From an optimization exercise on the open Yosys and OpenROAD flow, aimed at small area, a short achievable clock period and few clock cycles per item; shortcuts taken in it are not production practice. No run shown here included a check of the RTL's function; only the layout flow was run. Power figures rest on the tool's default switching activity, not on a simulated workload.

===== design/flow/run.sh =====
#!/bin/bash
# synth_recipe.tcl (not shown) runs the flow's synth.tcl, then flattens the netlist and writes it again
# the make line also repeats each setting of config.mk as NAME=value (left out here)
make -C /OpenROAD-flow-scripts/flow DESIGN_CONFIG=/design/flow/config.mk WORK_HOME=/design/flow/orfs CLKGATE_MAP_FILE= SYNTH_SCRIPT=/design/flow/synth_recipe.tcl finish

===== design/flow/config.mk =====
export PLATFORM = sky130hd
export DESIGN_NAME = xarm_codec_a
export DESIGN_NICKNAME = xarm_codec_a
export VERILOG_FILES = /design/flow/design.v
export SDC_FILE = /design/flow/constraint.sdc
export NUM_CORES = 4
export LEC_CHECK = 0
export CAP_MARGIN = 20
export CORE_MARGIN = 2
export CORE_UTILIZATION = 40
export SETUP_SLACK_MARGIN = 3.6
export SLEW_MARGIN = 20

===== design/flow/constraint.sdc =====
create_clock -name core_clock -period 6.5 [get_ports {clk}]
set_input_delay 1.3000 -clock core_clock [delete_from_list [all_inputs] [get_ports {clk}]]
set_output_delay 1.3000 -clock core_clock [all_outputs]
set_load 0.01 [all_outputs]

===== design/flow/design.v =====
module xarm_codec_a (
    input  wire        clk,
    input  wire        rst,
    input  wire        req_valid,
    output wire        req_ready,
    input  wire [7:0]  req_op,
    input  wire [7:0]  req_cmd,
    input  wire [7:0]  req_n,
    input  wire [7:0]  req_rxn,
    input  wire [15:0] req_dur,
    input  wire        in_valid,
    output wire        in_ready,
    input  wire [7:0]  in_data,
    output wire        out_valid,
    input  wire        out_ready,
    output wire [7:0]  out_data,
    output wire        out_last,
    output wire        resp_valid,
    input  wire        resp_ready,
    output wire [7:0]  resp_status,
    output wire [7:0]  resp_reason,
    output wire [15:0] resp_val
);
    localparam [7:0] SIG = 8'h55;
    localparam [2:0] C_ENC = 3'd0, C_SETPOS = 3'd1, C_GETPOS = 3'd2, C_STOP = 3'd3,
                     C_BATT = 3'd4, C_DEC = 3'd5, C_DECPOS = 3'd6, C_DECBATT = 3'd7;
    localparam [2:0] R_OK = 3'd0, R_NR = 3'd1, R_PM = 3'd2, R_BR1 = 3'd3,
                     R_BR2 = 3'd4, R_BR11 = 3'd5, R_BR12 = 3'd6, R_FF = 3'd7;
    localparam [2:0] M_IDLE = 3'd0, M_EWAIT = 3'd1, M_ERUN = 3'd2, M_DRAIN = 3'd3,
                     M_RESP = 3'd4, M_IDS = 3'd5, M_RX = 3'd6;
    localparam [1:0] O_IDLE = 2'd0, O_FRAME = 2'd1, O_POS = 2'd2, O_PASS = 2'd3;
    reg [2:0]  mst;
    reg [2:0]  opc;
    reg [7:0]  cmd;        
    reg [7:0]  n;
    reg [7:0]  rxn;
    reg [5:0]  flen;       
    reg [7:0]  j;          
    reg [4:0]  k;          
    reg [1:0]  tp;         
    reg [1:0]  rpt;        
    reg        sig_ok, cmd_ok, ids_ok;
    reg        lbad;       
    reg [2:0]  pre;        
    reg        dec_win;    
    reg [1:0]  osm;
    reg [5:0]  fidx;       
    reg        pdone;      
    reg        os_cur;     
    reg        pos_todo;   
    reg        pass_todo;  
    reg        ov, ol;     
    reg [7:0]  od;
    reg        skv;        
    reg [7:0]  skd;
    reg        ir;         
    reg        rr;         
    reg        resp_v;
    reg        rv_hold;    
    reg        st7, st4, st2, st0;    
    reg [3:0]  rsn;        
    reg [7:0]  lbuf [0:18];
    reg [7:0]  hbuf [0:18];
    reg        q_ok;
    reg [2:0]  q_opc;
    reg [2:0]  q_pre;
    reg        q_lbad;
    reg [5:0]  q_flen;
    reg [7:0]  q_cmd;
    wire [7:0] q_n3 = req_n + req_n + req_n;
    always @(*) begin
        q_ok   = 1'b1;
        q_opc  = C_ENC;
        q_pre  = R_OK;
        q_lbad = 1'b0;
        q_flen = 6'd2 + req_n[5:0];
        q_cmd  = req_cmd;
        case (req_op)
            8'h01: begin
                if (req_n > 8'd60) q_pre = R_BR1;
            end
            8'h02: begin
                q_opc  = C_SETPOS;
                q_cmd  = 8'h03;
                q_flen = 6'd5 + q_n3[5:0];
                if (req_n == 8'd0 || req_n > 8'd19) q_pre = R_BR2;
            end
            8'h03: begin
                q_opc  = C_GETPOS;
                q_cmd  = 8'h15;
                q_flen = 6'd3 + req_n[5:0];
                if (req_n == 8'd0 || req_n > 8'd19) q_pre = R_BR2;
            end
            8'h04: begin
                q_opc  = C_STOP;
                q_cmd  = 8'h14;
                q_flen = 6'd3 + req_n[5:0];
                if (req_n == 8'd0 || req_n > 8'd59) q_pre = R_BR2;
            end
            8'h05: begin
                q_opc  = C_BATT;
                q_cmd  = 8'h0F;
                q_flen = 6'd2;
            end
            8'h08: begin
                q_opc  = C_DEC;
                q_lbad = ({1'b0, req_rxn} < 9'd4 + {1'b0, req_n});
                if (req_rxn > 8'd64)    q_pre = R_BR11;
                else if (req_n > 8'd60) q_pre = R_BR12;
                else if (req_rxn == 8'd0) q_pre = R_NR;
            end
            8'h09: begin
                q_opc  = C_DECPOS;
                q_cmd  = 8'h15;
                q_lbad = (req_rxn < 8'd5 + q_n3);
                if (req_rxn > 8'd64)                     q_pre = R_BR11;
                else if (req_n == 8'd0 || req_n > 8'd19) q_pre = R_BR2;
                else if (req_rxn == 8'd0)                q_pre = R_NR;
            end
            8'h0A: begin
                q_opc  = C_DECBATT;
                q_cmd  = 8'h0F;
                q_lbad = (req_rxn < 8'd6);
                if (req_rxn > 8'd64)      q_pre = R_BR11;
                else if (req_rxn == 8'd0) q_pre = R_NR;
            end
            default: begin
                q_ok  = 1'b0;
                q_pre = R_FF;
            end
        endcase
    end
    wire q_enc   = q_ok && (!q_opc[2] || q_opc == C_BATT);
    wire q_good  = (q_pre == R_OK);
    wire q_drain = q_ok && (q_pre == R_BR1 || q_pre == R_BR2 || q_pre == R_BR11 || q_pre == R_BR12);
    wire [7:0] q_dlen = (req_op == 8'h08 || req_op == 8'h0A) ? req_rxn : req_n;
    wire is_dec     = (opc == C_DEC);
    wire is_decpos  = (opc == C_DECPOS);
    wire is_decbatt = (opc == C_DECBATT);
    wire [7:0] j1      = j + 8'd1;
    wire       rx_last = (j1 == rxn);
    wire       pre_ok  = (pre == R_OK);
    wire       dec_ok  = pre_ok && !lbad && sig_ok && cmd_ok;
    wire k_lt_n   = ({3'b000, k} < n);
    wire trip     = is_decpos && (j >= 8'd5) && k_lt_n;
    wire k_last   = ({3'b000, k} == n - 8'd1);
    wire [2:0] hlen = (opc == C_SETPOS) ? 3'd7 :
                      (opc == C_GETPOS || opc == C_STOP) ? 3'd5 : 3'd4;
    wire [6:0] pend = {1'b0, flen} + 7'd2;
    wire o_idle  = (osm == O_IDLE);
    wire o_frame = (osm == O_FRAME);
    wire o_pos   = (osm == O_POS);
    wire o_pass  = (osm == O_PASS);
    wire f_hdr = os_cur && (fidx < {3'b000, hlen});
    wire f_pay = os_cur && !f_hdr && ({1'b0, fidx} < pend);
    reg [7:0] hdr_byte;
    always @(*) begin
        case (fidx[2:0])
            3'd0, 3'd1: hdr_byte = SIG;
            3'd2:       hdr_byte = {2'b00, flen};
            3'd3:       hdr_byte = cmd;
            3'd4:       hdr_byte = n;
            3'd5:       hdr_byte = lbuf[17];
            default:    hdr_byte = lbuf[18];
        endcase
    end
    wire [4:0] ridx = o_pos ? fidx[5:1] : k;
    wire [7:0] lrd  = lbuf[ridx];
    wire [7:0] hrd  = hbuf[fidx[5:1]];
    wire [7:0] pos_byte = fidx[0] ? hrd : lrd;
    wire in_fire    = in_valid && ir;
    wire acc        = req_valid && rr;
    wire ofree      = !ov || out_ready;
    wire olast_fire = ov && out_ready && ol;
    wire m_rx       = (mst == M_RX);
    wire pass_fire  = in_fire && ((mst == M_ERUN) || (m_rx && dec_win));
    wire src_v      = skv || pass_fire;
    wire [7:0] src_d = skv ? skd : in_data;
    wire rx_fire = in_fire && m_rx;
    wire sig_nx  = sig_ok && !(rx_fire && (j < 8'd2) && (in_data != SIG));
    wire cmd_nx  = cmd_ok && !(rx_fire && (j == 8'd3) && (in_data != cmd));
    wire ids_nx  = ids_ok && !(rx_fire && trip && (tp == 2'd0) && (in_data != lrd));
    function [2:0] outcome(input s_ok, input c_ok);
        if (!pre_ok)                                                  outcome = pre;
        else if (lbad || !s_ok || !c_ok || (is_decpos && !ids_ok))    outcome = R_PM;
        else                                                          outcome = R_OK;
    endfunction
    wire os_free   = o_idle || (pdone && olast_fire);
    wire slot_free = !resp_v || resp_ready;
    wire can_post  = slot_free && !pos_todo && !pass_todo &&
                     (o_idle || (pdone && olast_fire && !o_frame));
    wire pos_trig  = rx_fire && trip && (tp == 2'd2) && k_last && dec_ok && ids_ok;
    wire pass_trig = rx_fire && is_dec && (j == 8'd3) && pre_ok && !lbad &&
                     sig_ok && cmd_nx && (n != 8'd0);
    wire acc_enc     = acc && q_enc && q_good;
    wire frame_start = ((mst == M_EWAIT) || acc_enc) && os_free;
    wire pos_start   = (pos_todo || pos_trig) && os_free;
    wire pass_start  = (pass_todo || pass_trig) && os_free;
    wire frame_post  = o_frame && pdone && olast_fire;
    wire enc_done  = (mst == M_ERUN) && (({1'b0, fidx} >= pend) || pdone);
    wire rx_end    = rx_fire && rx_last;
    wire post_main = ((mst == M_RESP) || (rx_end && !pos_trig)) && can_post;
    reg [2:0] mst_n;
    reg [7:0] j_n;
    reg       dec_win_n;
    always @(*) begin
        mst_n     = mst;
        j_n       = j;
        dec_win_n = dec_win;
        case (mst)
            M_IDLE: if (req_valid) begin
                j_n       = q_drain ? q_dlen : 8'd0;
                dec_win_n = 1'b0;
                if (!q_ok)                  mst_n = M_RESP;
                else if (q_drain)           mst_n = M_DRAIN;
                else if (q_enc)             mst_n = os_free ? M_ERUN : M_EWAIT;
                else if (q_opc == C_DECPOS) mst_n = M_IDS;
                else if (q_pre == R_NR)     mst_n = M_RESP;
                else                        mst_n = M_RX;
            end
            M_EWAIT: if (os_free) mst_n = M_ERUN;
            M_ERUN:  if (enc_done) mst_n = M_IDLE;
            M_DRAIN: begin
                if (j == 8'd0) begin
                    if (rpt == 2'd0) mst_n = M_RESP;
                    j_n = is_decpos ? rxn : n;
                end else if (in_fire) begin
                    j_n = j - 8'd1;
                end
            end
            M_IDS: if (in_fire && k_last) mst_n = (pre == R_NR) ? M_RESP : M_RX;
            M_RX: if (in_fire) begin
                j_n       = j1;
                dec_win_n = is_dec && pre_ok && !lbad && sig_nx && cmd_nx &&
                            (j1 >= 8'd4) && (j1 < n + 8'd4);
                if (rx_last) mst_n = post_main ? M_IDLE : M_RESP;
            end
            M_RESP: if (post_main) mst_n = M_IDLE;
            default: mst_n = M_IDLE;
        endcase
    end
    reg [1:0] osm_n;
    reg [5:0] fidx_n;
    reg       pdone_n, os_cur_n;
    reg       ov_n, ol_n;
    reg [7:0] od_n;
    reg       skv_n;
    reg       ld;                       
    reg [7:0] ld_d;
    reg       ld_l;
    always @(*) begin
        osm_n    = osm;
        fidx_n   = fidx;
        pdone_n  = pdone;
        os_cur_n = os_cur && !enc_done;
        ld       = 1'b0;
        ld_d     = 8'h00;
        ld_l     = 1'b0;
        skv_n    = skv;
        if (frame_start) begin
            osm_n    = O_FRAME;
            os_cur_n = 1'b1;
            pdone_n  = 1'b0;
            fidx_n   = 6'd1;
            ld       = 1'b1;
            ld_d     = SIG;
        end else if (pos_start) begin
            osm_n    = O_POS;
            pdone_n  = 1'b0;
            fidx_n   = 6'd1;
            ld       = 1'b1;
            ld_d     = lbuf[0];
        end else if (pass_start) begin
            osm_n    = O_PASS;
            pdone_n  = 1'b0;
            fidx_n   = 6'd0;
        end else if (pdone && olast_fire) begin
            osm_n    = O_IDLE;
        end else if (ofree && !pdone) begin
            case (osm)
                O_FRAME: begin
                    ld_l = (fidx == 6'd63);
                    if (f_hdr) begin
                        ld   = 1'b1;
                        ld_d = hdr_byte;
                    end else if (f_pay) begin
                        ld   = src_v;
                        ld_d = src_d;
                    end else begin
                        ld   = 1'b1;
                    end
                end
                O_POS: begin
                    ld   = 1'b1;
                    ld_d = pos_byte;
                    ld_l = (fidx[5:1] == n[4:0] - 5'd1) && fidx[0];
                end
                O_PASS: begin
                    ld   = src_v;
                    ld_d = src_d;
                    ld_l = ({2'b00, fidx} == n - 8'd1);
                end
                default: ;
            endcase
            if (ld) begin
                fidx_n  = fidx + 6'd1;
                pdone_n = ld_l;
                if (skv) skv_n = 1'b0;
            end
        end
        if (pass_fire && !ofree)
            skv_n = 1'b1;
        ov_n = ld ? 1'b1 : (out_ready ? 1'b0 : ov);
        od_n = ld ? ld_d : od;
        ol_n = ld ? ld_l : ol;
    end
    wire [2:0] c = frame_post ? R_OK : m_rx ? outcome(sig_nx, cmd_nx) : outcome(sig_ok, cmd_ok);
    wire resp_v_n   = frame_post || post_main || (resp_v && !resp_ready);
    wire rv_hold_n  = post_main ? is_decbatt : frame_post ? 1'b0 : rv_hold;
    wire [6:0] fidx_n7 = {1'b0, fidx_n};
    reg ir_n;
    always @(*) begin
        case (mst_n)
            M_ERUN:  ir_n = !skv_n && !pdone_n && (fidx_n7 >= {4'b0000, hlen}) && (fidx_n7 < pend) &&
                            os_cur_n;
            M_DRAIN: ir_n = (j_n != 8'd0);
            M_IDS:   ir_n = 1'b1;
            M_RX:    ir_n = !(resp_v_n && rv_hold_n) &&
                            (!dec_win_n || (osm_n == O_PASS && !skv_n));
            default: ir_n = 1'b0;
        endcase
    end
    always @(posedge clk) begin
        if (rst) begin
            mst       <= M_IDLE;
            osm       <= O_IDLE;
            pdone     <= 1'b0;
            os_cur    <= 1'b0;
            pos_todo  <= 1'b0;
            pass_todo <= 1'b0;
            ov        <= 1'b0;
            skv       <= 1'b0;
            ir        <= 1'b0;
            rr        <= 1'b1;
            resp_v    <= 1'b0;
        end else begin
            mst       <= mst_n;
            osm       <= osm_n;
            pdone     <= pdone_n;
            os_cur    <= os_cur_n;
            ov        <= ov_n;
            skv       <= skv_n;
            ir        <= ir_n;
            rr        <= (mst_n == M_IDLE);
            resp_v    <= resp_v_n;
            pos_todo  <= pos_start ? 1'b0 : (pos_trig  ? 1'b1 : pos_todo);
            pass_todo <= pass_start ? 1'b0 : (pass_trig ? 1'b1 : pass_todo);
        end
    end
    always @(posedge clk) begin
        j       <= j_n;
        dec_win <= dec_win_n;
        fidx    <= fidx_n;
        od      <= od_n;
        ol      <= ol_n;
        rv_hold <= rv_hold_n;
        if (pass_fire && !ofree)
            skd <= in_data;
        if (frame_post || post_main) begin
            st7 <= (c == R_FF);
            st4 <= (c == R_FF) || (c == R_BR1) || (c == R_BR2) || (c == R_BR11) || (c == R_BR12);
            st2 <= (c == R_FF) || (c == R_PM);
            st0 <= (c == R_FF) || (c == R_NR);
            rsn <= (c == R_BR1)  ? 4'd1 :
                   (c == R_BR2)  ? 4'd2 :
                   (c == R_BR11) ? 4'd11 :
                   (c == R_BR12) ? 4'd12 : 4'd0;
        end
        if (acc) begin
            opc      <= q_opc;
            cmd      <= q_cmd;
            n        <= req_n;
            rxn      <= req_rxn;
            flen     <= q_flen;
            pre      <= q_pre;
            lbad     <= q_lbad;
            k        <= 5'd0;
            tp       <= 2'd0;
            sig_ok   <= 1'b1;
            cmd_ok   <= 1'b1;
            ids_ok   <= 1'b1;
            lbuf[17] <= req_dur[7:0];
            lbuf[18] <= req_dur[15:8];
            rpt      <= (req_op == 8'h02) ? 2'd2 : (req_op == 8'h09) ? 2'd1 : 2'd0;
        end
        if (mst == M_DRAIN && j == 8'd0)
            rpt <= rpt - 2'd1;
        if (mst == M_IDS && in_fire) begin
            lbuf[k] <= in_data;
            k       <= k_last ? 5'd0 : k + 5'd1;
        end
        if (rx_fire) begin
            sig_ok <= sig_nx;
            cmd_ok <= cmd_nx;
            ids_ok <= ids_nx;
            if (is_decbatt && j == 8'd4) hbuf[0] <= in_data;
            if (is_decbatt && j == 8'd5) hbuf[1] <= in_data;
            if (trip) begin
                case (tp)
                    2'd0: tp <= 2'd1;
                    2'd1: begin
                        lbuf[k] <= in_data;
                        tp <= 2'd2;
                    end
                    default: begin
                        hbuf[k] <= in_data;
                        tp <= 2'd0;
                        k  <= k + 5'd1;
                    end
                endcase
            end
        end
    end
    assign req_ready   = rr;
    assign in_ready    = ir;
    assign out_valid   = ov;
    assign out_data    = od;
    assign out_last    = ol;
    assign resp_valid  = resp_v;
    assign resp_status = {st7, st7, st7, st4, st7, st2, st0, st0};
    assign resp_reason = {4'h0, rsn};
    assign resp_val    = {hbuf[1], hbuf[0]};
endmodule

==> flow_results.org, run 1 <==
** Detailed routing
- Via density :: ~5.9
- After detailed routing, no signal wire sits above met5.
- WL met1 :: 30.1 mm
- For this block, the initial DRC count from the detailed router was between 1,500 and 2,000.
- The detail route stage leaves a number of antenna-violating nets equal to 0.
- Total number of vias :: about 16,000
- Number of detailed-route iterations in the first pass :: 5
- DRT Wirelength :: between 60 and 70 mm
- After detailed routing, the met3 layer carries about 5.9 mm of wire.
- Drc violations :: 0
- In the final routed layout, each cell accounts on average for between 20 and 30 µm.
- Routed length on met2 :: 29.2 mm

** Layout
- Non-filler instance count after layout :: between 2,000 and 3,000
- Compared with the post-synthesis result, the final layout area differs by 29.8%.
- Filler cell count :: approximately 4,500
- In the final layout, the share of cells above drive strength 1 is 0.329.
- The final layout contains approximately 2,100 nets.

** STA
- Slew at the pin closest to its max-slew limit :: between 1 and 1.5 ns
- The final count of hold timing violations came to 0.
- Setup violations, final :: 0
- Aggregate negative setup slack :: 0 ns
- RSZ-0062 raised after global routing :: true
- In this run the tightest slew margin relative to its limit is 0.267.
- Achievable frequency :: 243 MHz
- On the final layout, the worst clock skew is about 0.025 ns.
- Total count of max-transition violations in the final report :: 0
- Min cycle time layout :: 4.12 ns
- In the finished design, the share of the clock period the worst path needs comes to 0.634.

** Hold path
- The tightest min-delay check is of the flop to flop type.
- Hold wc startpoint :: rv_hold$_DFF_P_
- Cells on Worst Hold Path :: 2
- The worst hold path terminates at rv_hold$_DFF_P_.

** Clock tree
- Clock insertion delay at the later pin of the skew report :: ~0.60 ns
- Clock tree from TritonCTS :: yes
- The tree built by TritonCTS fans out to 416 sinks.
- # hold bufs at CTS :: 0
- Root buffer cell :: sky130_fd_sc_hd__clkbuf_16
- The H-tree was split into 2 levels.
- Clock tree synthesis inserted a total of between 40 and 50 buffers.
- The longest clock path from root to sink contains 3 buffers.
- Clock-pin slew was measured on the worst setup and hold paths at approximately 0.07 ns.

** Critical path
- Data on the critical path is required at its endpoint by just under 7 ns.
- Data arrives at the worst endpoint at 4.58 ns.
- Category of the worst setup path capture point :: flop
- Path depth of the worst reg2reg path :: 17
- Startpoint of the most critical register-to-register path :: flen[2]$_DFFE_PP_
- Worst r2r dst :: ir$_SDFF_PP0_
- Setup crit start kind :: input port
- In this design, the stage delay of the slowest critical-path cell is about 0.43 ns.
- R2r setup slk :: 2.53 ns
- The signal on the critical path passes through buf_6, buf_6, clkinvlp_4, ha_4, and4_1, a221o_1, o211ai_1, nand3_2, o32a_1, buf_6, o21ai_4, a21o_1, inv_1, ha_1, nand2b_4, a21oi_4, o22ai_1, a21oi_1, nand3_1, o21ai_1, o31a_1, o22ai_2.
- Critical Path Fanout Max :: 4
- Slowest cell on crit path :: sky130_fd_sc_hd__o32a_1
- Cell family with most CP delay :: compound AO/OA/AOI/OAI gates
- Combined buffer and inverter count along the critical path :: 5
- The most numerous cell type found on the critical path is sky130_fd_sc_hd__buf_6.
- Type of the setup path with the least slack :: input port to flop

** Placed design
- Once placement completed, the tool counted placed cells totaling 2,411.
- Count of buffers from port buffering :: 102
- RePlAce Congestion :: 0.876
- Detailed placer's ending HPWL :: 44.1 mm

** Floorplanning
- During I/O placement, the number of pins put on the boundary was approximately 110.
- The die is around 240 µm wide.
- Row generation in the floorplan step produced 85 rows.
- The die covers between 50,000 and 60,000 µm².
- After floorplanning, the core was sized to cover between 50,000 and 60,000 µm².
- Initial standard-cell utilization of the core :: 0.403
- Die height :: 236 µm

** Synth
- Counting flops with an async set or reset pin after synthesis yields a share of 0.
- In the post-synthesis netlist, the cell with the most instances is sky130_fd_sc_hd__edfxtp_1.
- Register bit total from synthesis :: ~420
- Counting every instance in the synthesized netlist gives ~1,700.
- Post-synthesis sequential area ratio :: 0.561
- Ranked by total cell area, the synthesized netlist is headed by sky130_fd_sc_hd__edfxtp_1, sky130_fd_sc_hd__mux4_2, sky130_fd_sc_hd__ha_1.
- Counting flops with a built-in enable in the synthesized netlist gives ~380.
- Most common flop cell mapped by yosys :: sky130_fd_sc_hd__edfxtp_1
- Average cell area after synthesis :: about 13 µm²
- YS warnings :: 1
- After synthesis, the netlist uses around 90 different library cells.
- Most used standard cells in the synthesized netlist :: sky130_fd_sc_hd__edfxtp_1, sky130_fd_sc_hd__nor2_1, sky130_fd_sc_hd__nand2_1
- The synthesized netlist occupies a cell area of ~22,000 µm².
- Fraction of post-synthesis cell area in the top cell type by area :: 0.527
- Largest area contributor in the netlist :: sky130_fd_sc_hd__edfxtp_1

** Global route
- The first global-routing pass estimated 98.9 mm of wire.
- Number of antenna violations at the first check in global routing :: 2
- For this run the aggregate overflow at the end of global routing stands at 0.
- Across every metal layer, demand over resource in global routing totals 0.238.
- Entering global routing, the biggest net connects 49 pins.
- Vias in the first global route :: 15,400

** Power and ir drop
- Total power divided by cell area :: between 200 and 250 nW/µm²
- For this design the static power due to leakage is between 0.009 and 0.01 µW.
- VDD sags by at most between 0.2 and 0.25 mV.

** Flow run
- Number of maximum-capacitance constraint violations :: 0

** Status
- The run finished with no timing, DRC or antenna violations.
[sequential cells by signal, indices dropped and copies added (netlist names), 2 cells and up]
signal  count
opc         3
fidx        6
mst         3
pre         3
osm         2
tp          2
rsn         4
skd         8
j           8
rxn         8
n           8
hbuf      160
od          8
rpt         2
lbuf      152
cmd         8
flen        6
k           5
[metrics by stage]
step / power (µW) / hold WS [ns] / util / worst slack, ns / area (µm²)
after floorplan: 3360 / 0.438 / - / 2.31 / 22200
after global placement: 3580 / 0.452 / 0.441 / 0.814 / 23600
after detailed placement: 3580 / 0.455 / 0.441 / 0.703 / 23600
after CTS: 6250 / 0.463 / 0.507 / 2.46 / 27200
after global routing: 6460 / 0.485 / 0.523 / 2.22 / 28000
final: 6260 / 0.472 / 0.523 / 2.38 / 28000
[area by class of cell]
| type | instances | area, µm² | area share |
|---|---|---|---|
| diodes | 1 | 2.50 | 0.0000893 |
| repair buffers | 284 | 2920 | 0.104 |
| inverters | 47 | 213 | 0.00759 |
| multi-input cells | 1126 | 10400 | 0.370 |
| clock inverters | 23 | 210 | 0.00750 |
| clock buffers | 59 | 1280 | 0.0458 |
| well taps | 696 | 871 | 0.0311 |
| flip-flops and latches | 416 | 12200 | 0.434 |
[repair_timing]
item                       CTS  global route
cloned                      12             1
gates resized for setup    324            90
setup buffers              100            45
setup endpoints to repair  408           342
pin swaps                   71            60
[power by group]
part	internal, µW	switching, µW	total [µW]	leakage (µW)
registers	2950	53.8	3000	0.00374
logic	304	378	682	0.00543
clock network	1480	1100	2580	0.000728
total	4730	1530	6260	0.00990
[cell families after synthesis]
kind of cell	count (synthesis)	share of synthesized area
AOI/OAI and AO/OA	343	0.105
xor gates and xnor gates	95	0.0385
adders and majority gates	76	0.0443
buffers and inverters	153	0.0308
DFF	416	0.561
muxes	140	0.112
other	1	0.000174
and+or+nand+nor	467	0.108
[layout by cell type, fill, tap and decap left out, types with 11 or more instances in the layout]
cell / netlist / routed
sky130_fd_sc_hd__clkbuf_16: 0 / 50
sky130_fd_sc_hd__edfxtp_1: 379 / 379
sky130_fd_sc_hd__a211oi_2: 0 / 11
sky130_fd_sc_hd__nor2_1: 136 / 90
sky130_fd_sc_hd__ha_4: 0 / 11
sky130_fd_sc_hd__mux4_2: 80 / 80
sky130_fd_sc_hd__nand4_1: 12 / 12
sky130_fd_sc_hd__o22ai_1: 12 / 11
sky130_fd_sc_hd__xnor2_2: 0 / 13
sky130_fd_sc_hd__a22oi_1: 15 / 12
sky130_fd_sc_hd__nand3_1: 41 / 35
sky130_fd_sc_hd__xor2_1: 45 / 36
sky130_fd_sc_hd__nor2_4: 0 / 35
sky130_fd_sc_hd__inv_1: 46 / 33
sky130_fd_sc_hd__buf_6: 2 / 32
sky130_fd_sc_hd__mux2i_1: 44 / 41
sky130_fd_sc_hd__dfxtp_1: 37 / 21
sky130_fd_sc_hd__o21ai_0: 86 / 68
sky130_fd_sc_hd__a21oi_1: 83 / 60
sky130_fd_sc_hd__xnor2_1: 50 / 36
sky130_fd_sc_hd__a211oi_1: 26 / 14
sky130_fd_sc_hd__nand2b_1: 17 / 12
sky130_fd_sc_hd__buf_2: 15 / 12
sky130_fd_sc_hd__buf_4: 15 / 127
sky130_fd_sc_hd__nor3_1: 23 / 19
sky130_fd_sc_hd__o21ai_1: 5 / 12
sky130_fd_sc_hd__a21oi_2: 1 / 14
sky130_fd_sc_hd__buf_12: 0 / 21
sky130_fd_sc_hd__nor2b_1: 24 / 21
sky130_fd_sc_hd__a21o_1: 14 / 14
sky130_fd_sc_hd__clkdlybuf4s50_1: 0 / 66
sky130_fd_sc_hd__mux2_2: 16 / 13
sky130_fd_sc_hd__nor2_2: 0 / 11
sky130_fd_sc_hd__nand2_1: 122 / 110
sky130_fd_sc_hd__ha_1: 74 / 60
[how the worst max path moves through the flow]
stage | cells past startpoint | startpoint | endpoint
floorplan | 21 | req_n[0] | ir$_SDFF_PP0_
global placement | 20 | req_n[2] | ir$_SDFF_PP0_
detailed placement | 20 | req_n[2] | ir$_SDFF_PP0_
CTS | 22 | req_n[1] | ir$_SDFF_PP0_
global route | 22 | req_n[1] | ir$_SDFF_PP0_
finish | 22 | req_n[1] | ir$_SDFF_PP0_
[routing by layer]
metal  vias to the layer above  track usage
met1                      7786        0.344
met5                         -      0.00693
met4                         2       0.0944
li1                       6960            -
met3                       132       0.0528
met2                       724        0.348
[worst reg2reg max path, stage by stage (launching register included)]
cell and delay (ns):
sky130_fd_sc_hd__edfxtp_1 0.45, sky130_fd_sc_hd__ha_2 0.25, sky130_fd_sc_hd__xnor2_2 0.15, sky130_fd_sc_hd__ha_1 0.31, sky130_fd_sc_hd__nand2_1 0.07, sky130_fd_sc_hd__o21bai_4 0.19, sky130_fd_sc_hd__a31oi_4 0.25, sky130_fd_sc_hd__o2111ai_2 0.14
sky130_fd_sc_hd__and2_4 0.20, sky130_fd_sc_hd__or4_4 0.52, sky130_fd_sc_hd__xor2_4 0.19, sky130_fd_sc_hd__nor2_4 0.14, sky130_fd_sc_hd__ha_4 0.22, sky130_fd_sc_hd__a31o_2 0.21, sky130_fd_sc_hd__a21oi_1 0.14, sky130_fd_sc_hd__nand3_1 0.09
sky130_fd_sc_hd__o31a_1 0.32, sky130_fd_sc_hd__o22ai_2 0.09
==> inputs of run 2 (changes only) <==
--- a/design/flow/config.mk
+++ b/design/flow/config.mk
@@ -8,5 +8,5 @@
 export CAP_MARGIN = 20
 export CORE_MARGIN = 2
 export CORE_UTILIZATION = 40
-export SETUP_SLACK_MARGIN = 3.6
+export SETUP_SLACK_MARGIN = 3.0
 export SLEW_MARGIN = 20
==> run 2 against run 1 <==
Net effect: area after synthesis unchanged; critical endpoint unchanged; utilization down 3.2 points; sequential power about the same; clock skew down 0.0093 ns; flip-flop and latch count unchanged; non-clock buffer count down 62; sequential share of layout area up 2.8 points; largest power group unchanged; total power down 3.7%; first-iteration DRC count down 4.5%; highest routed layer is now met4; via count down 1.9%; hold slack better by 0.0046 ns; register-to-register slack worse by 0.03 ns.
==> flow_results.org, run 2 <==
** STA
- Slew at the pin closest to its max-slew limit :: 1.01 ns (was 1.10 ns)
- Final period util :: 0.621 (was 0.634)
- Clock skew after layout :: 0.0152 ns (was 0.0245 ns)
- RSZ-0062 raised after global routing: true (unchanged).
- Aggregate negative setup slack :: 0 ns (unchanged)
- The final-report setup violation count was 0 (unchanged).
- Min cycle time layout :: 4.04 ns (was 4.12 ns)
- The final count of hold timing violations came to 0 (unchanged).
- Total count of max-transition violations in the final report :: 0 (unchanged)
- The upper clock frequency limit came to 248 MHz (was 243 MHz).
- The relative max-transition margin was 0.325 (was 0.267).

** Layout
- Filler cell count :: 4,699 (was 4,508)
- Number of nets in the finished design :: 1,995 (was 2,058)
- The area of all placed cells without fillers is 26,300 µm² (was 28,000 µm²).
- Footprint of the multi-input gates :: 9690 µm² (was 10,400 µm²)
- Antenna diodes :: 0 (was 1)
- The number of standard cells in the final layout excluding fillers was 2,587 (was 2,652).
- Commonest non-fill, non-tap cells in the layout: sky130_fd_sc_hd__edfxtp_1, sky130_fd_sc_hd__nand2_1, sky130_fd_sc_hd__nor2_1 (was sky130_fd_sc_hd__edfxtp_1, sky130_fd_sc_hd__buf_4, sky130_fd_sc_hd__nand2_1).
- Most common library cell in the layout ignoring fill and taps :: sky130_fd_sc_hd__edfxtp_1 (unchanged)
- Layout overhead on the synthesized area :: 21.9% (was 29.8%)
- Registers with the highest flip-flop counts :: hbuf x160, lbuf x152 (unchanged)
- Top register by number of flip-flops :: hbuf (unchanged)
- The share of layout cells above drive strength 1 is 0.255 (was 0.329).
- Flip-flop count of the largest register after layout :: 160 (unchanged)
- Area taken by flip-flops and latches :: 12,200 µm² (about the same)

** Synth
- The Yosys warning count is 1 (unchanged).
- Async set or reset register ratio after synthesis :: 0 (unchanged)
- Count of different cell masters after synthesis :: 92 (unchanged)
- Most common cell in the synthesized netlist :: sky130_fd_sc_hd__edfxtp_1 (unchanged)
- Count of flip-flops with a built-in enable after synthesis :: 379 (unchanged)
- The post-synthesis cell area came to 21,600 µm² (unchanged).
- The number of flip-flops and latches in the synthesized netlist came to 416 (unchanged).
- Average cell area after synthesis :: 12.8 µm² (unchanged)
- The cell count after synthesis came to 1,691 (unchanged).
- Top area cells in the synthesized netlist :: sky130_fd_sc_hd__edfxtp_1, sky130_fd_sc_hd__mux4_2, sky130_fd_sc_hd__ha_1 (unchanged)
- The cell taking the most area after synthesis is sky130_fd_sc_hd__edfxtp_1 (unchanged).
- Fraction of post-synthesis cell area in the top cell type by area :: 0.527 (unchanged)
- The commonest register cell after synthesis is sky130_fd_sc_hd__edfxtp_1 (unchanged).
- Post-synthesis sequential area ratio :: 0.561 (unchanged)
- Most used standard cells in the synthesized netlist :: sky130_fd_sc_hd__edfxtp_1, sky130_fd_sc_hd__nor2_1, sky130_fd_sc_hd__nand2_1 (unchanged)

** Power and ir drop
- The internal power component is 4540 µW (was 4730 µW).
- The sequential share of power is 0.498 (was 0.480).
- The net switching power figure came to 1500 µW (was 1530 µW).
- The power share of the combinational group is 0.102 (was 0.109).
- Total power divided by cell area :: 229 nW/µm² (was 223 nW/µm²)
- Portion of total power attributed to the clock network :: 0.401 (was 0.412)
- The leakage component of the power came to 0.00911 µW (was 0.00990 µW).
- The largest voltage drop on the vdd net came to 0.201 mV (was 0.205 mV).
- Switching portion of total power :: 0.248 (was 0.244)

** Clock tree
- The cell chosen for the clock root was sky130_fd_sc_hd__clkbuf_16 (unchanged).
- The post-CTS clock slew at the launch and capture registers of the worst setup and hold paths came to 0.06 ns (was 0.07 ns).
- Clock tree from TritonCTS :: yes (unchanged)
- The count of clock tree sinks was 416 (unchanged).
- CTS H-Tree Depth :: 2 (unchanged)
- Clock insertion delay at the later pin of the skew report :: 0.58 ns (was 0.60 ns)
- The number of buffers added to fix hold violations after cts is 0 (unchanged).
- The maximum buffer depth of the clock tree is 3 (unchanged).
- The CTS buffer count came to 45 (was 46).

** Global route
- The leftover overflow at the end of global routing was 0 (unchanged).
- Aggregate global-route resource usage :: 0.232 (was 0.238)
- Pin count of the biggest net entering global routing :: 45 (was 49)
- The wire length of the first global-routing pass was 97.5 mm (was 98.9 mm).
- The number of global-route vias before repair came to 15,100 (was 15,400).
- Number of antenna violations at the first check in global routing :: 1 (was 2)

** Detailed routing
- DRT Wirelength :: 65.4 mm (was 67.7 mm)
- Total number of vias :: 15,300 (was 15,600)
- The amount of wire on met3 after detailed routing was 4.33 mm (was 5.95 mm).
- Drc violations :: 0 (unchanged)
- The average routed wire per standard cell came to 25.3 µm (was 25.5 µm).
- Number of detailed-route iterations in the first pass :: 6 (was 5)
- The routed via count divided by cell count came to 5.92 (was 5.88).
- The highest metal layer with signal wires is met4 (was met5).
- The detailed-route wire length on metal 1 was 29.1 mm (was 30.1 mm).
- Starting DRC count in detailed routing :: 1,513 (was 1,585)
- The met2 layer wire length in the routed design came to 30.2 mm (was 29.2 mm).
- Antenna Violating Nets Remaining :: 0 (unchanged)

** Hold path
- Hold Crit Endpoint :: rv_hold$_DFF_P_ (unchanged)
- The cell depth of the worst min-delay path is 2 (unchanged).
- The critical hold path startpoint is rv_hold$_DFF_P_ (unchanged).
- Path type of the worst min-delay path :: flop to flop (unchanged)

** Floorplanning
- The placeable core region came to 53,600 µm² (unchanged).
- Rows :: 85 (unchanged)
- The I/O pin count came to 107 (unchanged).
- The die footprint is 55,900 µm² (unchanged).
- Width of the die :: 236 µm (unchanged)
- The chip height is 236 µm (unchanged).
- The starting utilization of the core area is 0.403 (unchanged).

** Flow run
- Number of maximum-capacitance constraint violations :: 0 (unchanged)

** Placed design
- Count of buffers from port buffering :: 102 (unchanged)
- The HPWL reported at the end of detailed placement is 44.6 mm (was 44.1 mm).
- RePlAce Congestion :: 0.910 (was 0.876)
- The area of placed instances was 23,300 µm² (was 23,600 µm²).
- The number of cells in the design after placement is 2,415 (was 2,411).

** Status
- Result of the run: finished clean (unchanged).

** Critical path
- R2r setup slk :: 2.50 ns (was 2.53 ns)
- Path depth of the worst reg2reg path :: 17 (unchanged)
- Arrival time of the worst setup path :: 4.49 ns (was 4.58 ns)
- Setup crit start kind :: input port (unchanged)
- The worst reg2reg path endpoint is ir$_SDFF_PP0_ (unchanged).
- The required arrival time at the worst endpoint was 6.96 ns (about the same).
- The critical register-to-register path startpoint is flen[2]$_DFFE_PP_ (unchanged).
- The type of the worst setup path is input port to flop (unchanged).
- The type of destination of the critical path is a flop (unchanged).
- Critical Path Fanout Max :: 7 (was 4)
[run 2: cell families after synthesis]
kind of cell,after synthesis,share of synthesized area
mux,140,0.112
simple gates,467,0.108
buf+inv,153,0.0308
compound gates,343,0.105
xor+xnor,95,0.0385
other cells,1,0.000174
flops,416,0.561
fa+ha+maj,76,0.0443
[run 2: repair_timing]
item | 4_1_cts | 5_1_grt
cloned | 3 | 0
setup endpoints to repair | 376 | 184
setup buffers | 52 | 37
gates resized for setup | 222 | 87
pin swaps | 29 | 45
[run 2: power by group through the flow]
stage	Sequential, µW	Clock [µW]	Combinational [µW]
after global routing	3000	2560	664
after floorplan	3030	0	329
after detailed placement	3060	0	515
after CTS	3000	2460	564
after global placement	3070	0	506
final	3000	2420	614
[run 2: critical path, stage by stage]
cell	delay (ns)
sky130_fd_sc_hd__buf_12	0.08
sky130_fd_sc_hd__buf_4	0.16
sky130_fd_sc_hd__ha_4	0.17
sky130_fd_sc_hd__nand3_1	0.08
sky130_fd_sc_hd__a221o_1	0.38
sky130_fd_sc_hd__o211ai_1	0.13
sky130_fd_sc_hd__nand3_2	0.11
sky130_fd_sc_hd__o32a_1	0.43
sky130_fd_sc_hd__buf_6	0.16
sky130_fd_sc_hd__o21ai_4	0.05
sky130_fd_sc_hd__a21o_1	0.13
sky130_fd_sc_hd__inv_1	0.05
sky130_fd_sc_hd__ha_1	0.27
sky130_fd_sc_hd__nand2b_4	0.15
sky130_fd_sc_hd__a21oi_4	0.13
sky130_fd_sc_hd__o22ai_2	0.08
sky130_fd_sc_hd__a21oi_2	0.15
sky130_fd_sc_hd__nand3_1	0.10
sky130_fd_sc_hd__o21ai_1	0.14
sky130_fd_sc_hd__o31a_1	0.17
sky130_fd_sc_hd__o22ai_2	0.07
[run 2: layer usage]
layer  vias up  GRT usage
met5         -          0
met4         0     0.0713
met3       125     0.0328
met2       584      0.366
met1      7781      0.334
li1       6824          -
[run 2: how the worst max path moves through the flow]
stage | depth (start not counted) | start | end | slack, ns
floorplan | 21 | req_n[0] | ir$_SDFF_PP0_ | 2.29
global placement | 20 | req_n[3] | ir$_SDFF_PP0_ | 0.91
detailed placement | 20 | req_n[3] | ir$_SDFF_PP0_ | 0.87
CTS | 21 | req_n[6] | ir$_SDFF_PP0_ | 2.41
global route | 21 | req_n[0] | ir$_SDFF_PP0_ | 2.34
finish | 21 | req_n[0] | ir$_SDFF_PP0_ | 2.46
[run 2: area by class of cell]
type / count / share of cell area
Clock inverter: 24 / 0.00694
Multi-Input combinational cell: 1126 / 0.368
Timing Repair Buffer: 222 / 0.0776
Sequential cell: 416 / 0.462
Tap cell: 696 / 0.0331
Clock buffer: 56 / 0.0444
Inverter: 47 / 0.00803
[run 2: stage by stage]
step                power, µW  worst slack [ns]  hold WS, ns   util
floorplan                3350              2.29        0.438      -
global placement         3570             0.910        0.458  0.436
detailed placement       3580             0.873        0.467  0.436
CTS                      6020              2.41        0.478  0.479
global route             6220              2.34        0.508  0.491
finish                   6030              2.46        0.476  0.491
==> inputs of run 3 (changes only) <==
--- a/design/flow/design.v
+++ b/design/flow/design.v
@@ -27,10 +27,11 @@
     localparam [2:0] R_OK = 3'd0, R_NR = 3'd1, R_PM = 3'd2, R_BR1 = 3'd3,
                      R_BR2 = 3'd4, R_BR11 = 3'd5, R_BR12 = 3'd6, R_FF = 3'd7;
     localparam [2:0] M_IDLE = 3'd0, M_EWAIT = 3'd1, M_ERUN = 3'd2, M_DRAIN = 3'd3,
-                     M_RESP = 3'd4, M_IDS = 3'd5, M_RX = 3'd6;
+                     M_RESP = 3'd4, M_IDS = 3'd5, M_RX = 3'd6, M_DEC = 3'd7;
     localparam [1:0] O_IDLE = 2'd0, O_FRAME = 2'd1, O_POS = 2'd2, O_PASS = 2'd3;
     reg [2:0]  mst;
     reg [2:0]  opc;
+    reg        opok;       
     reg [7:0]  cmd;        
     reg [7:0]  n;
     reg [7:0]  rxn;
@@ -43,6 +44,7 @@
     reg        lbad;       
     reg [2:0]  pre;        
     reg        dec_win;    
+    reg [7:0]  eid;        
     reg [1:0]  osm;
     reg [5:0]  fidx;       
     reg        pdone;      
@@ -63,77 +65,74 @@
     reg [7:0]  hbuf [0:18];
     reg        q_ok;
     reg [2:0]  q_opc;
-    reg [2:0]  q_pre;
-    reg        q_lbad;
-    reg [5:0]  q_flen;
     reg [7:0]  q_cmd;
-    wire [7:0] q_n3 = req_n + req_n + req_n;
     always @(*) begin
-        q_ok   = 1'b1;
-        q_opc  = C_ENC;
-        q_pre  = R_OK;
-        q_lbad = 1'b0;
-        q_flen = 6'd2 + req_n[5:0];
-        q_cmd  = req_cmd;
+        q_ok  = 1'b1;
+        q_opc = C_ENC;
+        q_cmd = req_cmd;
         case (req_op)
-            8'h01: begin
-                if (req_n > 8'd60) q_pre = R_BR1;
-            end
-            8'h02: begin
-                q_opc  = C_SETPOS;
-                q_cmd  = 8'h03;
-                q_flen = 6'd5 + q_n3[5:0];
-                if (req_n == 8'd0 || req_n > 8'd19) q_pre = R_BR2;
-            end
-            8'h03: begin
-                q_opc  = C_GETPOS;
-                q_cmd  = 8'h15;
-                q_flen = 6'd3 + req_n[5:0];
-                if (req_n == 8'd0 || req_n > 8'd19) q_pre = R_BR2;
-            end
-            8'h04: begin
-                q_opc  = C_STOP;
-                q_cmd  = 8'h14;
-                q_flen = 6'd3 + req_n[5:0];
-                if (req_n == 8'd0 || req_n > 8'd59) q_pre = R_BR2;
-            end
-            8'h05: begin
-                q_opc  = C_BATT;
-                q_cmd  = 8'h0F;
-                q_flen = 6'd2;
-            end
-            8'h08: begin
-                q_opc  = C_DEC;
-                q_lbad = ({1'b0, req_rxn} < 9'd4 + {1'b0, req_n});
-                if (req_rxn > 8'd64)    q_pre = R_BR11;
-                else if (req_n > 8'd60) q_pre = R_BR12;
-                else if (req_rxn == 8'd0) q_pre = R_NR;
-            end
-            8'h09: begin
-                q_opc  = C_DECPOS;
-                q_cmd  = 8'h15;
-                q_lbad = (req_rxn < 8'd5 + q_n3);
-                if (req_rxn > 8'd64)                     q_pre = R_BR11;
-                else if (req_n == 8'd0 || req_n > 8'd19) q_pre = R_BR2;
-                else if (req_rxn == 8'd0)                q_pre = R_NR;
-            end
-            8'h0A: begin
-                q_opc  = C_DECBATT;
-                q_cmd  = 8'h0F;
-                q_lbad = (req_rxn < 8'd6);
-                if (req_rxn > 8'd64)      q_pre = R_BR11;
-                else if (req_rxn == 8'd0) q_pre = R_NR;
+            8'h01: ;
+            8'h02: begin q_opc = C_SETPOS;  q_cmd = 8'h03; end
+            8'h03: begin q_opc = C_GETPOS;  q_cmd = 8'h15; end
+            8'h04: begin q_opc = C_STOP;    q_cmd = 8'h14; end
+            8'h05: begin q_opc = C_BATT;    q_cmd = 8'h0F; end
+            8'h08: begin q_opc = C_DEC;                    end
+            8'h09: begin q_opc = C_DECPOS;  q_cmd = 8'h15; end
+            8'h0A: begin q_opc = C_DECBATT; q_cmd = 8'h0F; end
+            default: q_ok = 1'b0;
+        endcase
+    end
+    reg [2:0]  c_pre;
+    reg        c_lbad;
+    reg [5:0]  c_flen;
+    wire [7:0] n3 = n + n + n;
+    always @(*) begin
+        c_pre  = R_OK;
+        c_lbad = 1'b0;
+        c_flen = 6'd2 + n[5:0];
+        case (opc)
+            C_ENC: begin
+                if (n > 8'd60) c_pre = R_BR1;
+            end
+            C_SETPOS: begin
+                c_flen = 6'd5 + n3[5:0];
+                if (n == 8'd0 || n > 8'd19) c_pre = R_BR2;
+            end
+            C_GETPOS: begin
+                c_flen = 6'd3 + n[5:0];
+                if (n == 8'd0 || n > 8'd19) c_pre = R_BR2;
+            end
+            C_STOP: begin
+                c_flen = 6'd3 + n[5:0];
+                if (n == 8'd0 || n > 8'd59) c_pre = R_BR2;
+            end
+            C_BATT: begin
+                c_flen = 6'd2;
+            end
+            C_DEC: begin
+                c_lbad = ({1'b0, rxn} < 9'd4 + {1'b0, n});
+                if (rxn > 8'd64)      c_pre = R_BR11;
+                else if (n > 8'd60)   c_pre = R_BR12;
+                else if (rxn == 8'd0) c_pre = R_NR;
+            end
+            C_DECPOS: begin
+                c_lbad = (rxn < 8'd5 + n3);
+                if (rxn > 8'd64)                 c_pre = R_BR11;
+                else if (n == 8'd0 || n > 8'd19) c_pre = R_BR2;
+                else if (rxn == 8'd0)            c_pre = R_NR;
             end
             default: begin
-                q_ok  = 1'b0;
-                q_pre = R_FF;
+                c_lbad = (rxn < 8'd6);
+                if (rxn > 8'd64)      c_pre = R_BR11;
+                else if (rxn == 8'd0) c_pre = R_NR;
             end
         endcase
+        if (!opok) c_pre = R_FF;
     end
-    wire q_enc   = q_ok && (!q_opc[2] || q_opc == C_BATT);
-    wire q_good  = (q_pre == R_OK);
-    wire q_drain = q_ok && (q_pre == R_BR1 || q_pre == R_BR2 || q_pre == R_BR11 || q_pre == R_BR12);
-    wire [7:0] q_dlen = (req_op == 8'h08 || req_op == 8'h0A) ? req_rxn : req_n;
+    wire c_enc   = opok && (!opc[2] || opc == C_BATT);
+    wire c_good  = (c_pre == R_OK);
+    wire c_drain = opok && (c_pre == R_BR1 || c_pre == R_BR2 || c_pre == R_BR11 || c_pre == R_BR12);
+    wire [7:0] c_dlen = (opc == C_DEC || opc == C_DECBATT) ? rxn : n;
     wire is_dec     = (opc == C_DEC);
     wire is_decpos  = (opc == C_DECPOS);
     wire is_decbatt = (opc == C_DECBATT);
@@ -164,8 +163,7 @@
             default:    hdr_byte = lbuf[18];
         endcase
     end
-    wire [4:0] ridx = o_pos ? fidx[5:1] : k;
-    wire [7:0] lrd  = lbuf[ridx];
+    wire [7:0] lrd  = lbuf[fidx[5:1]];
     wire [7:0] hrd  = hbuf[fidx[5:1]];
     wire [7:0] pos_byte = fidx[0] ? hrd : lrd;
     wire in_fire    = in_valid && ir;
@@ -179,7 +177,7 @@
     wire rx_fire = in_fire && m_rx;
     wire sig_nx  = sig_ok && !(rx_fire && (j < 8'd2) && (in_data != SIG));
     wire cmd_nx  = cmd_ok && !(rx_fire && (j == 8'd3) && (in_data != cmd));
-    wire ids_nx  = ids_ok && !(rx_fire && trip && (tp == 2'd0) && (in_data != lrd));
+    wire ids_nx  = ids_ok && !(rx_fire && trip && (tp == 2'd0) && (in_data != eid));
     function [2:0] outcome(input s_ok, input c_ok);
         if (!pre_ok)                                                  outcome = pre;
         else if (lbad || !s_ok || !c_ok || (is_decpos && !ids_ok))    outcome = R_PM;
@@ -192,8 +190,8 @@
     wire pos_trig  = rx_fire && trip && (tp == 2'd2) && k_last && dec_ok && ids_ok;
     wire pass_trig = rx_fire && is_dec && (j == 8'd3) && pre_ok && !lbad &&
                      sig_ok && cmd_nx && (n != 8'd0);
-    wire acc_enc     = acc && q_enc && q_good;
-    wire frame_start = ((mst == M_EWAIT) || acc_enc) && os_free;
+    wire dec_enc     = (mst == M_DEC) && c_enc && c_good;
+    wire frame_start = ((mst == M_EWAIT) || dec_enc) && os_free;
     wire pos_start   = (pos_todo || pos_trig) && os_free;
     wire pass_start  = (pass_todo || pass_trig) && os_free;
     wire frame_post  = o_frame && pdone && olast_fire;
@@ -208,15 +206,16 @@
         j_n       = j;
         dec_win_n = dec_win;
         case (mst)
-            M_IDLE: if (req_valid) begin
-                j_n       = q_drain ? q_dlen : 8'd0;
+            M_IDLE: if (req_valid) mst_n = M_DEC;
+            M_DEC: begin
+                j_n       = c_drain ? c_dlen : 8'd0;
                 dec_win_n = 1'b0;
-                if (!q_ok)                  mst_n = M_RESP;
-                else if (q_drain)           mst_n = M_DRAIN;
-                else if (q_enc)             mst_n = os_free ? M_ERUN : M_EWAIT;
-                else if (q_opc == C_DECPOS) mst_n = M_IDS;
-                else if (q_pre == R_NR)     mst_n = M_RESP;
-                else                        mst_n = M_RX;
+                if (!opok)                mst_n = M_RESP;
+                else if (c_drain)         mst_n = M_DRAIN;
+                else if (c_enc)           mst_n = os_free ? M_ERUN : M_EWAIT;
+                else if (opc == C_DECPOS) mst_n = M_IDS;
+                else if (c_pre == R_NR)   mst_n = M_RESP;
+                else                      mst_n = M_RX;
             end
             M_EWAIT: if (os_free) mst_n = M_ERUN;
             M_ERUN:  if (enc_done) mst_n = M_IDLE;
@@ -236,7 +235,6 @@
                 if (rx_last) mst_n = post_main ? M_IDLE : M_RESP;
             end
             M_RESP: if (post_main) mst_n = M_IDLE;
-            default: mst_n = M_IDLE;
         endcase
     end
     reg [1:0] osm_n;
@@ -378,26 +376,30 @@
         end
         if (acc) begin
             opc      <= q_opc;
+            opok     <= q_ok;
             cmd      <= q_cmd;
             n        <= req_n;
             rxn      <= req_rxn;
-            flen     <= q_flen;
-            pre      <= q_pre;
-            lbad     <= q_lbad;
+            lbuf[17] <= req_dur[7:0];
+            lbuf[18] <= req_dur[15:8];
+        end
+        if (mst == M_DEC) begin
+            flen     <= c_flen;
+            pre      <= c_pre;
+            lbad     <= c_lbad;
             k        <= 5'd0;
             tp       <= 2'd0;
             sig_ok   <= 1'b1;
             cmd_ok   <= 1'b1;
             ids_ok   <= 1'b1;
-            lbuf[17] <= req_dur[7:0];
-            lbuf[18] <= req_dur[15:8];
-            rpt      <= (req_op == 8'h02) ? 2'd2 : (req_op == 8'h09) ? 2'd1 : 2'd0;
+            rpt      <= (opc == C_SETPOS) ? 2'd2 : (opc == C_DECPOS) ? 2'd1 : 2'd0;
         end
         if (mst == M_DRAIN && j == 8'd0)
             rpt <= rpt - 2'd1;
         if (mst == M_IDS && in_fire) begin
             lbuf[k] <= in_data;
             k       <= k_last ? 5'd0 : k + 5'd1;
+            if (k == 5'd0) eid <= in_data;
         end
         if (rx_fire) begin
             sig_ok <= sig_nx;
@@ -414,8 +416,9 @@
                     end
                     default: begin
                         hbuf[k] <= in_data;
-                        tp <= 2'd0;
-                        k  <= k + 5'd1;
+                        tp  <= 2'd0;
+                        k   <= k + 5'd1;
+                        eid <= lbuf[k + 5'd1];
                     end
                 endcase
             end
--- a/design/flow/config.mk
+++ b/design/flow/config.mk
@@ -8,5 +8,5 @@
 export CAP_MARGIN = 20
 export CORE_MARGIN = 2
 export CORE_UTILIZATION = 40
-export SETUP_SLACK_MARGIN = 3.0
+export SETUP_SLACK_MARGIN = 3.5
 export SLEW_MARGIN = 20
==> run 3 against run 2 <==
Net effect: routed wire length is 16% higher; total power is 70% higher; design area is 12% higher; flip-flop and latch count is 9 higher; sequential power is 17% higher; register-to-register slack hardly changed; die area is 7.3% higher; clock skew is 0.030 ns higher; global-route usage is 1.5 points higher; via count is 13% higher; critical path type unchanged; largest cell class unchanged.
==> flow_results.org, run 3 <==
** Critical path
- The critical register-to-register path startpoint was n[4]$_DFFE_PP_ (was flen[2]$_DFFE_PP_).
- Arrival time of the worst setup path :: 4.54 ns (was 4.49 ns)
- The worst-path maximum fanout is 7 (unchanged).
- The worst setup path startpoint is in_data[2] (was req_n[0]).
- Crit-path cells: buf_2, xnor2_1, nand4_1, nor2_2, a31oi_1, o311a_4, o21ai_4, nor2_2, ha_1, nand3_2, o22ai_1, nor2_1, o21ai_0, nor4b_1, nand4_1, a311oi_2 (was buf_12, buf_4, ha_4, nand3_1, a221o_1, o211ai_1, nand3_2, o32a_1, buf_6, o21ai_4, a21o_1, inv_1, ha_1, nand2b_4, a21oi_4, o22ai_2, a21oi_2, nand3_1, o21ai_1, o31a_1, o22ai_2).
- The delay contributed by the slowest stage of the critical path was 0.42 ns (was 0.43 ns).
- The endpoint of the worst setup timing path was ir$_SDFF_PP0_ (unchanged).
- The required arrival time at the worst endpoint was 7.02 ns (was 6.96 ns).
- Cell family with most CP delay :: simple AND/OR/NAND/NOR gates (was compound AO/OA/AOI/OAI gates)
- The launching element type of the critical path was an input port (unchanged).
- The library cell contributing the largest single delay on the critical path is sky130_fd_sc_hd__nor2_2 (was sky130_fd_sc_hd__o32a_1).
- Type of the setup path with the least slack :: input port to flop (unchanged)
- R2r setup slk :: 2.51 ns (was 2.50 ns)
- The sum of buffers and inverters on the critical path is 1 (was 4).
- The type of destination of the critical path is a flop (unchanged).
- Worst r2r dst :: ir$_SDFF_PP0_ (unchanged)
- Path depth of the worst reg2reg path :: 18 (was 17)
- The cell depth of the worst setup path is 16 (was 21).

** Global route
- The leftover overflow at the end of global routing was 0 (unchanged).
- Global-route wire length before repair :: 111 mm (was 97.5 mm)
- Pin count of the biggest net entering global routing :: 51 (was 45)
- The number of global-route vias before repair came to 16,900 (was 15,100).
- The global routing usage summed across all routing layers is 0.248 (was 0.232).
- Number of antenna violations at the first check in global routing :: 2 (was 1)

** Layout
- The top register by number of flip-flops is hbuf (unchanged).
- The layout overhead on the synthesized area is 27.4% (was 21.9%).
- Antenna diodes :: 0 (unchanged)
- Fraction of final layout cells sized beyond drive strength 1 :: 0.297 (was 0.255)
- The number of filler instances in the final layout is 4,871 (was 4,699).
- The number of flip-flops in the largest register is 160 (unchanged).
- The most common library cell in the layout ignoring fill and taps is sky130_fd_sc_hd__edfxtp_1 (unchanged).
- The number of standard cells in the final layout excluding fillers came to 2,837 (was 2,587).
- The number of nets in the layout is 2,173 (was 1,995).
- Registers with the highest flip-flop counts: hbuf x160, lbuf x152 (unchanged).
- Commonest non-fill, non-tap cells in the layout: sky130_fd_sc_hd__edfxtp_1, sky130_fd_sc_hd__buf_4, sky130_fd_sc_hd__mux4_2 (was sky130_fd_sc_hd__edfxtp_1, sky130_fd_sc_hd__nand2_1, sky130_fd_sc_hd__nor2_1).

** Synth
- Syn Inst Count :: 1,829 (was 1,691)
- Count of different cell masters after synthesis :: 100 (was 92)
- Most used standard cells in the synthesized netlist: sky130_fd_sc_hd__edfxtp_1, sky130_fd_sc_hd__nor2_1, sky130_fd_sc_hd__mux4_2 (was sky130_fd_sc_hd__edfxtp_1, sky130_fd_sc_hd__nor2_1, sky130_fd_sc_hd__nand2_1).
- The number of synthesized flops with an enable pin is 380 (was 379).
- Most common cell in the synthesized netlist :: sky130_fd_sc_hd__edfxtp_1 (unchanged)
- The commonest register cell after synthesis was sky130_fd_sc_hd__edfxtp_1 (unchanged).
- The cell taking the most area after synthesis is sky130_fd_sc_hd__edfxtp_1 (unchanged).
- The share of synthesized flip-flops with an asynchronous set or reset came to 0 (unchanged).
- The Yosys warning count is 1 (unchanged).
- The post-synthesis cell area is 23,200 µm² (was 21,600 µm²).
- The post-synthesis average cell area came to 12.7 µm² (was 12.8 µm²).
- Fraction of post-synthesis cell area in the top cell type by area :: 0.492 (was 0.527)
- Post-synthesis sequential area ratio :: 0.531 (was 0.561)
- The number of flip-flops and latches in the synthesized netlist came to 425 (was 416).
- Top area cells in the synthesized netlist: sky130_fd_sc_hd__edfxtp_1, sky130_fd_sc_hd__mux4_2, sky130_fd_sc_hd__ha_1 (unchanged).

** STA
- The final-report setup violation count came to 0 (unchanged).
- The shortest clock period the worst path allows after layout is 4.02 ns (was 4.04 ns).
- Aggregate negative setup slack :: 0 ns (unchanged)
- Total count of max-transition violations in the final report :: 0 (unchanged)
- The final count of hold timing violations came to 0 (unchanged).
- Final hold slack :: 0.465 ns (was 0.476 ns)
- The post-route clock period utilization was 0.619 (was 0.621).
- The largest clock skew in the final design was 0.0457 ns (was 0.0152 ns).
- Achievable frequency :: 249 MHz (was 248 MHz)
- Remaining max-slew budget at the tightest pin :: 0.286 (was 0.325)
- The slew at the pin closest to its max-slew limit was 1.07 ns (was 1.01 ns).
- RSZ-0062 raised after global routing: true (unchanged).

** Flow run
- Number of maximum-capacitance constraint violations :: 0 (unchanged)

** Clock tree
- The post-CTS clock slew at the launch and capture registers of the worst setup and hold paths was 0.06 ns (about the same).
- Clock buffers created by TritonCTS :: 47 (was 45)
- Root buffer cell :: sky130_fd_sc_hd__clkbuf_16 (unchanged)
- The clock insertion delay at the later pin of the skew report was 0.62 ns (was 0.58 ns).
- Number of clock sinks seen by CTS :: 425 (was 416)
- CTS H-Tree Depth :: 2 (unchanged)
- Clock tree from TritonCTS :: yes (unchanged)
- The number of buffers added to fix hold violations after cts is 0 (unchanged).
- Maximum buffer depth of the clock tree :: 3 (unchanged)

** Placed design
- Number of placed instances with taps included :: 2,596 (was 2,415)
- RePlAce Congestion :: 0.938 (was 0.910)
- Count of buffers from port buffering :: 102 (unchanged)
- The HPWL reported at the end of detailed placement is 49.5 mm (was 44.6 mm).

** Floorplanning
- The die footprint came to 59,900 µm² (was 55,900 µm²).
- Width of the die :: 245 µm (was 236 µm)
- The starting utilization of the core area is 0.404 (was 0.403).
- The I/O pin count came to 107 (unchanged).
- Core area :: 57,500 µm² (was 53,600 µm²)
- Rows :: 88 (was 85)
- Die height :: 245 µm (was 236 µm)

** Power and ir drop
- The internal power component was 6580 µW (was 4540 µW).
- The ratio of total power to cell area is 347 nW/µm² (was 229 nW/µm²).
- Combinational group share of total power :: 0.395 (was 0.102)
- Switching portion of total power :: 0.358 (was 0.248)
- Worst ir drop on vdd :: 0.248 mV (was 0.201 mV)
- The share of total power in the clock network was 0.263 (was 0.401).
- Leakage power of the design :: 0.00992 µW (was 0.00911 µW)
- Seq pwr share :: 0.341 (was 0.498)
- The net switching power figure was 3670 µW (was 1500 µW).

** Detailed routing
- The DRC violation count after routing is 0 (unchanged).
- The average routed wire per standard cell is 26.7 µm (was 25.3 µm).
- The starting DRC count in detailed routing is 1,996 (was 1,513).
- Via density :: 6.12 (was 5.92)
- Number of detailed-route iterations in the first pass :: 6 (unchanged)
- The post-route antenna net violation count was 0 (unchanged).
- DRT Wirelength :: 75.7 mm (was 65.4 mm)
- Total number of vias :: 17,400 (was 15,300)

** Status
- Result of the run :: finished clean (unchanged)

** Hold path
- The class of the tightest hold or removal check is flop to flop (unchanged).
[run 3: cell types whose count changed after synthesis, sizes merged, moves of 11 or more]
cell	previous run	this run
a21oi	84	109
buf	46	62
clkbuf	60	71
mux2i	44	65
mux4	80	115
nand2	123	106
nor2	136	159
nor3	25	37
o21ai	92	79
xor2	45	32
[run 3: how the worst min path moves through the flow]
stage | startpoint | endpoint | cells past startpoint
2_1_floorplan | rv_hold$_DFF_P_ | rv_hold$_DFF_P_ | 2
3_3_place_gp | rv_hold$_DFF_P_ | rv_hold$_DFF_P_ | 2
3_5_place_dp | rv_hold$_DFF_P_ | rv_hold$_DFF_P_ | 2
4_1_cts | rv_hold$_DFF_P_ | rv_hold$_DFF_P_ | 2
5_1_grt | rv_hold$_DFF_P_ | rv_hold$_DFF_P_ | 2
6_report | rv_hold$_DFF_P_ | rv_hold$_DFF_P_ | 2
[run 3: layout make-up]
type	count	area, µm²	share of cell area
Sequential cell	425	12300	0.417
Multi-Input combinational cell	1227	11500	0.390
Timing Repair Buffer	284	2960	0.100
Clock buffer	58	1260	0.0426
Tap cell	765	957	0.0324
Clock inverter	29	290	0.00982
Inverter	49	226	0.00766
[run 3: cells by family after synthesis]
kind of cell               share of synthesized area
and+or+nand+nor                               0.0987
DFF                                            0.531
AOI/OAI and AO/OA                              0.113
muxes                                          0.150
buffers and inverters                         0.0339
xor gates and xnor gates                      0.0319
adders and majority gates                     0.0418
other                                       0.000162
[run 3: timing repair]
item,CTS,global route
gates resized for setup,203,89
gates cloned,3,1
setup buffers,85,65
setup endpoints to repair,395,385
pin swaps,49,44
[run 3: routing by layer]
metal,wire length [µm],global-route usage,share of wire,vias up
li1,-,-,-,7514
met1,30300,0.334,0.40,8800
met2,36000,0.401,0.48,891
met3,6630,0.0414,0.088,163
met4,2760,0.0967,0.036,2
met5,13,0,0.00017,-
[run 3: worst reg2reg max path, delay by kind of cell (launching register included)]
kind	cells	cell delay [ns]
AOI/OAI and AO/OA	6	1.18
xor gates and xnor gates	1	0.17
adders and majority gates	2	0.53
buffers and inverters	3	0.40
DFF	1	0.38
and+or+nand+nor	6	1.30
[run 3: power groups by stage]
stage / logic (µW) / clock network [µW] / registers [µW]
3_3_place_gp: 3140 / 0 / 3650
5_1_grt: 4300 / 2840 / 3520
6_report: 4050 / 2700 / 3500
4_1_cts: 3690 / 2740 / 3530
2_1_floorplan: 2400 / 0 / 3350
3_5_place_dp: 3150 / 0 / 3650
[run 3: stage by stage]
stage                      util  power [µW]  area, µm²  setup WS, ns
after floorplan               -        5760      23600          2.56
after global placement    0.437        6790      25100          1.30
after detailed placement  0.437        6800      25100          1.27
after CTS                 0.496        9960      28500          2.51
after global routing      0.514       10700      29600          2.34
final                     0.514       10300      29600          2.48

separate check: timing with driven ports:
The flow's constraints put no driver on any port. The routed layouts listed below were extracted and timed again, unchanged, in two steps.
Step 1 (the two cells are an assumption about what drives the block):
set clk [get_ports {clk}]
set_driving_cell -lib_cell sky130_fd_sc_hd__clkbuf_16 $clk
set_driving_cell -lib_cell sky130_fd_sc_hd__buf_2 [delete_from_list [all_inputs] $clk]
Step 2 moves the port delays by t, midway between the first and last clock arrival at a register: inputs arrive t later, outputs are due t later. That takes back most of the time a late clock gives input paths.
Three values: ideal ports, drivers, drivers and shift; two values: the first two.
run | shift t [ns] | setup slack, ns | hold WS [ns] | clock arrival spread, ns | cell pins on the clock port's net
run 1 | 0.647 | 2.377 / 2.396 / 1.749 | 0.472 / 0.472 / 0.472 | 0.025 / 0.026 | 1
run 2 | 0.629 | 2.464 / 2.448 / 1.818 | 0.476 / 0.476 / 0.476 | 0.016 / 0.015 | 1
run 3 | 0.657 | 2.479 / 2.507 / 1.857 | 0.465 / 0.465 / 0.465 | 0.047 / 0.047 | 1
After both steps setup and hold are still met in every run listed. The setup slack of run 2, which loses most, moves by -0.016 ns with the drivers and by -0.646 ns with both steps.
